Background: an optimization exercise with open tools, aiming at small area, a short achievable clock period and few clock cycles per item. Do not read the settings as production practice. In this exercise RTL edits were held to simulation tests only and were not proved equivalent to the original. Power is estimated from default activity; no workload was simulated.

## zi_sha256
module zi_sha256 (
    input  wire         clk,
    input  wire         rst,           
    input  wire         in_valid,
    output wire         in_ready,
    input  wire [31:0]  in_data,
    input  wire         in_last,
    input  wire [2:0]   in_nbytes,     
    output reg          out_valid,
    output wire [255:0] out_digest
);
    localparam [31:0] IV0 = 32'h6a09e667, IV1 = 32'hbb67ae85,
                      IV2 = 32'h3c6ef372, IV3 = 32'ha54ff53a,
                      IV4 = 32'h510e527f, IV5 = 32'h9b05688c,
                      IV6 = 32'h1f83d9ab, IV7 = 32'h5be0cd19;
    reg [31:0] w [0:15];
    reg [31:0] wn;                     
    reg [31:0] a, b, c, e, f, g;
    reg [31:0] pas, pac, pes, pec;
    reg [31:0] t1;                     
    reg [31:0] ra0, ra1, ra2, ra3, rb0, rb1, rb2, rb3;
    reg [5:0]  rnd;                    
    reg        act;                    
    reg        act_a;                  
    reg [3:0]  nw;                     
    reg        full;                   
  ...
Size: roughly 6000 cells after synthesis, about 1200 flip-flops, roughly 300 I/O pins, roughly 60000 um^2 of cells after synthesis.
Settings: LEC_CHECK=0, CAP_MARGIN=20, CORE_MARGIN=2, CORE_UTILIZATION=55, SLEW_MARGIN=20; clock period 10.0 ns.
standard.sh (not shown) runs the stock make flow with config.mk's settings and CLKGATE_MAP_FILE= SYNTH_SCRIPT=/design/flow/synth_recipe.tcl, a recipe that flattens the netlist after the stock synthesis.
==> flow/flow/run.sh <==
#!/bin/bash
# The standard layout (standard.sh: unchanged synthesis and ORFS steps)
# with these options: timing repair aims at a larger setup margin; every port
# still gets its own buffer, but a plain buf_2 instead of the delay-buffer cell
# buffer_ports picks by itself; clock tree synthesis without dummy balancing
# loads and with larger sink clusters (fewer leaf buffers). The make output goes to flow_make.log; each ORFS step writes its own
# log under orfs/logs/.
set -euo pipefail
bash standard.sh \
  SETUP_SLACK_MARGIN=6.0 \
  "BUFFER_PORTS_ARGS=-buffer_cell sky130_fd_sc_hd__buf_2" \
  "CTS_ARGS=-sink_clustering_enable -repair_clock_nets -dont_use_dummy_load -sink_clustering_size 24 -sink_clustering_max_diameter 80" \
  finish > flow_make.log 2>&1
The starting point finished clean.
Testbench counts at the start, summed over its fixed seeds: cycles 70,032, bytes 62,061.
Change:
--- a/flow/flow/run.sh
+++ b/flow/flow/run.sh
@@ -3,3 +3,3 @@
 # with these options: timing repair aims at a larger setup margin; every port
-# still gets its own buffer, but a plain buf_2 instead of the delay-buffer cell
+# still gets its own buffer, but a plain buf_1 instead of the delay-buffer cell
 # buffer_ports picks by itself; clock tree synthesis without dummy balancing
@@ -9,4 +9,4 @@
 bash standard.sh \
-  SETUP_SLACK_MARGIN=6.0 \
-  "BUFFER_PORTS_ARGS=-buffer_cell sky130_fd_sc_hd__buf_2" \
+  SETUP_SLACK_MARGIN=5.9 \
+  "BUFFER_PORTS_ARGS=-buffer_cell sky130_fd_sc_hd__buf_1" \
   "CTS_ARGS=-sink_clustering_enable -repair_clock_nets -dont_use_dummy_load -sink_clustering_size 24 -sink_clustering_max_diameter 80" \
Global-route usage hardly moves.
Setup slack degrades by 0.082 ns.
Non-clock buffer count goes down by 26.
Design area goes down by about 1.4%.
Hold slack degrades by 0.025 ns.
Via count is about the same.
Critical path depth goes up by 4.
Clock-buffer cell count goes up by 1.
Synthesized cell count is unchanged.
Total power goes down by 1.7%.
Wire length goes down by 0.69%.
Change:
--- a/flow/flow/run.sh
+++ b/flow/flow/run.sh
@@ -3,3 +3,3 @@
 # with these options: timing repair aims at a larger setup margin; every port
-# still gets its own buffer, but a plain buf_1 instead of the delay-buffer cell
+# still gets its own buffer, but a plain buf_2 instead of the delay-buffer cell
 # buffer_ports picks by itself; clock tree synthesis without dummy balancing
@@ -10,3 +10,3 @@
   SETUP_SLACK_MARGIN=5.9 \
-  "BUFFER_PORTS_ARGS=-buffer_cell sky130_fd_sc_hd__buf_1" \
+  "BUFFER_PORTS_ARGS=-buffer_cell sky130_fd_sc_hd__buf_2" \
   "CTS_ARGS=-sink_clustering_enable -repair_clock_nets -dont_use_dummy_load -sink_clustering_size 24 -sink_clustering_max_diameter 80" \
=> The changed run completed with no timing, DRC or antenna violations. Combinational power fell by a few percent. Sequential cell count stays the same. Routed wire length hardly moves. Die area is unchanged. Power shrinks slightly. Global-route usage is about the same.
Change:
- CORE_UTILIZATION: 55 -> 65
=>
- The new run ran to the end with no violations
- hold slack gets worse by 0.026 ns
- cell area stays flat
- area after synthesis is unchanged
- via count rose by 4.4%
Change:
--- a/flow/flow/run.sh
+++ b/flow/flow/run.sh
@@ -9,3 +9,3 @@
 bash standard.sh \
-  SETUP_SLACK_MARGIN=5.9 \
+  SETUP_SLACK_MARGIN=5.8 \
   "BUFFER_PORTS_ARGS=-buffer_cell sky130_fd_sc_hd__buf_2" \
- CORE_UTILIZATION: 65 -> 40
What happened:
- The new run completed with no timing, DRC or antenna violations
- total power went down by a few percent
- sequential power went down slightly
- wire length goes up slightly
- worst setup slack is better by 0.13 ns
- via count falls by a few percent
- maximum frequency goes up by a few percent
- design area rose slightly
Change:
--- a/flow/flow/run.sh
+++ b/flow/flow/run.sh
@@ -9,3 +9,3 @@
 bash standard.sh \
-  SETUP_SLACK_MARGIN=5.8 \
+  SETUP_SLACK_MARGIN=5.95 \
   "BUFFER_PORTS_ARGS=-buffer_cell sky130_fd_sc_hd__buf_2" \
- CORE_UTILIZATION: 40 -> 55
- PLACE_DENSITY: unset -> 0.68
=> Global-route usage climbs by 8.5 points. Final area drops by 1.5%. Wire length drops by 5.0%. Clock skew barely changes. Fmax climbs by 2.0%.

* * *

run 1:
Starting RTL as in the previous note.
Settings: LEC_CHECK=0, CAP_MARGIN=20, CORE_MARGIN=2, CORE_UTILIZATION=55, PLACE_DENSITY=0.68, SLEW_MARGIN=20; clock period 10.0 ns.
==> flow/flow/run.sh <==
#!/bin/bash
# The standard layout (standard.sh: unchanged synthesis and ORFS steps)
# with these options: timing repair aims at a larger setup margin; every port
# still gets its own buffer, but a plain buf_2 instead of the delay-buffer cell
# buffer_ports picks by itself; clock tree synthesis without dummy balancing
# loads and with larger sink clusters (fewer leaf buffers). The make output goes to flow_make.log; each ORFS step writes its own
# log under orfs/logs/.
set -euo pipefail
bash standard.sh \
  SETUP_SLACK_MARGIN=5.9 \
  "BUFFER_PORTS_ARGS=-buffer_cell sky130_fd_sc_hd__buf_2" \
  "CTS_ARGS=-sink_clustering_enable -repair_clock_nets -dont_use_dummy_load -sink_clustering_size 24 -sink_clustering_max_diameter 80" \
  finish > flow_make.log 2>&1
Run 1: done, clean on timing, DRC and antenna
Testbench counts of run 1, summed over its fixed seeds: cycles 70,032, bytes 62,061.
Input-level comparison between run 2 and run 1:
Settings: PLACE_DENSITY removed (was 0.68); CORE_UTILIZATION changed from 55 to 40.
==> flow/flow/run.sh <==
#!/bin/bash
# The standard layout (standard.sh: unchanged synthesis and ORFS steps)
# with these options: timing repair aims at a larger setup margin; every port
# still gets its own buffer, but a plain buf_2 instead of the delay-buffer cell
# buffer_ports picks by itself; clock tree synthesis without dummy balancing
# loads. The make output goes to flow_make.log; each ORFS step writes its own
# log under orfs/logs/.
set -euo pipefail
bash standard.sh \
  SETUP_SLACK_MARGIN=5.8 \
  "BUFFER_PORTS_ARGS=-buffer_cell sky130_fd_sc_hd__buf_2" \
  "CTS_ARGS=-sink_clustering_enable -repair_clock_nets -dont_use_dummy_load -sink_clustering_size 30 -sink_clustering_max_diameter 100" \
  finish > flow_make.log 2>&1
==> comparison <==
Final routed wirelength across all metal layers: run 2 worse than run 1. Number of H-tree levels for run 2: 1 down relative to run 1. Higher number of instances resized during post-cts repair goes to run 1 over run 2. Compared with run 1, cell count after placement in run 2 increased by a little under 10%.
Input changes introduced in run 3 (baseline for comparison: run 2):
Settings: CORE_UTILIZATION changed from 40 to 55.
==> flow/flow/run.sh <==
#!/bin/bash
# The standard layout (standard.sh: unchanged synthesis and ORFS steps)
# with these options: timing repair aims at a larger setup margin; every port
# still gets its own buffer, but a plain buf_2 instead of the delay-buffer cell
# buffer_ports picks by itself; clock tree synthesis without dummy balancing
# loads and with larger sink clusters (fewer leaf buffers). The make output goes to flow_make.log; each ORFS step writes its own
# log under orfs/logs/.
set -euo pipefail
bash standard.sh \
  SETUP_SLACK_MARGIN=5.95 \
  "BUFFER_PORTS_ARGS=-buffer_cell sky130_fd_sc_hd__buf_2" \
  "CTS_ARGS=-sink_clustering_enable -repair_clock_nets -dont_use_dummy_load -sink_clustering_size 24 -sink_clustering_max_diameter 80" \
  finish > flow_make.log 2>&1
==> comparison <==
In the flow results for run 2 and run 3, the total routing usage reported by global routing is larger on run 3.
Summary: with run 2 as the reference, global-route wire length before repair in run 3 moved down by a few percent.
The run showing the greater critical path's largest stage delay is run 2.
Comparing run 3 against run 2, there is no change at all in mux cell area share after synthesis.
Between run 2 and run 3, maximum fanout along the worst path decreased.
The higher peak ir drop on the vdd network came out of run 3.
Run 3 against run 2; detailed-route wire length is down by a few percent.
Setup slack in run 3 is larger than in run 2.
Run 3 vs run 2, number of placed cells counting well taps went down by 532.
Sort run 2 and run 3 by worst hold slack, ascending, and run 3 comes first.
Input-level comparison between run 4 and run 3:
Settings: swapping 55 for 40 in CORE_UTILIZATION.
==> flow/flow/run.sh <==
#!/bin/bash
# The standard layout (standard.sh: unchanged synthesis and ORFS steps)
# with these options: timing repair aims at a larger setup margin; every port
# still gets its own buffer, but a plain buf_2 instead of the delay-buffer cell
# buffer_ports picks by itself; clock tree synthesis without dummy balancing
# loads. The make output goes to flow_make.log; each ORFS step writes its own
# log under orfs/logs/.
set -euo pipefail
bash standard.sh \
  SETUP_SLACK_MARGIN=5.8 \
  "BUFFER_PORTS_ARGS=-buffer_cell sky130_fd_sc_hd__buf_2" \
  "CTS_ARGS=-sink_clustering_enable -repair_clock_nets -dont_use_dummy_load" \
  finish > flow_make.log 2>&1
==> run summary <==
Compared with run 3, in run 4 final non-filler cell total shows an increase of 589; maximum VDD drop moved down. When run 4 is measured against run 3, its clock-buffer cell count turns out 70 higher. Run 4 ended up with e[21] as its startpoint of the worst setup timing path; run 3 ended up with e[9]. Antenna diode count delta for run 4 relative to run 3: 4 higher. For run 4, the endpoint of the most critical setup path was rb0[30], unlike run 3, where it was rb0[21]. STATUS routed wire length: run 4 loses against run 3. Post-CTS repair timing setup buffer count ended up 18 lower on run 4 than on run 3. Number of global-route vias before repair, run 3 and run 4, higher one = run 3. | post-synthesis register bit count | run 3 vs run 4 | ≈ equal |.

==> what the ideal ports hide <==
In the flow no input, the clock included, has a driving cell. The finished layouts below were timed again as built, in two steps.
Step 1: set_driving_cell puts a clkbuf_16 on clk and a buf_2 on each other input, an assumption about the parent block.
Step 2 also shifts input and output timing later by t, the mid clock arrival at the registers, as if the neighbouring blocks saw the same clock.
Slacks: ideal / step 1 / step 2; pairs: ideal / step 1.
run | shift t [ns] | setup WS [ns] | worst hold slack (ns) | worst setup path after step 2 | slew at the worst register clock pin (ns)
the first run of note 1 | 0.719 | 5.972 / 5.972 / 5.347 | 0.307 / 0.307 / 0.307 | input to register | 0.11 / 0.11
the second run of note 1 | 0.743 | 5.890 / 5.890 / 5.406 | 0.282 / 0.282 / 0.282 | input to register | 0.10 / 0.10
the third run of note 1 | 0.718 | 5.915 / 5.915 / 5.358 | 0.307 / 0.307 / 0.307 | input to register | 0.10 / 0.10
the fourth run of note 1 | 0.735 | 5.750 / 5.750 / 5.429 | 0.281 / 0.281 / 0.281 | input to register | 0.10 / 0.10
the fifth run of note 1 | 0.760 | 5.884 / 5.884 / 5.495 | 0.250 / 0.250 / 0.250 | input to register | 0.10 / 0.10
the sixth run of note 1 | 0.732 | 5.966 / 5.966 / 5.501 | 0.272 / 0.272 / 0.272 | input to register | 0.10 / 0.10
run 1 | 0.733 | 5.958 / 5.958 / 5.445 | 0.272 / 0.272 / 0.272 | input to register | 0.10 / 0.10
run 2 | 0.759 | 5.867 / 5.867 / 5.549 | 0.323 / 0.323 / 0.323 | input to register | 0.12 / 0.12
run 3 | 0.716 | 5.985 / 5.985 / 5.372 | 0.308 / 0.308 / 0.308 | input to register | 0.10 / 0.10
run 4 | 0.836 | 5.861 / 5.861 / 5.534 | 0.275 / 0.275 / 0.275 | input to register | 0.07 / 0.07
After both steps setup and hold are still met in every run listed. For the first run of note 1, which loses most, drivers alone change the setup slack by 0.000 ns; drivers and shift together by -0.625 ns.
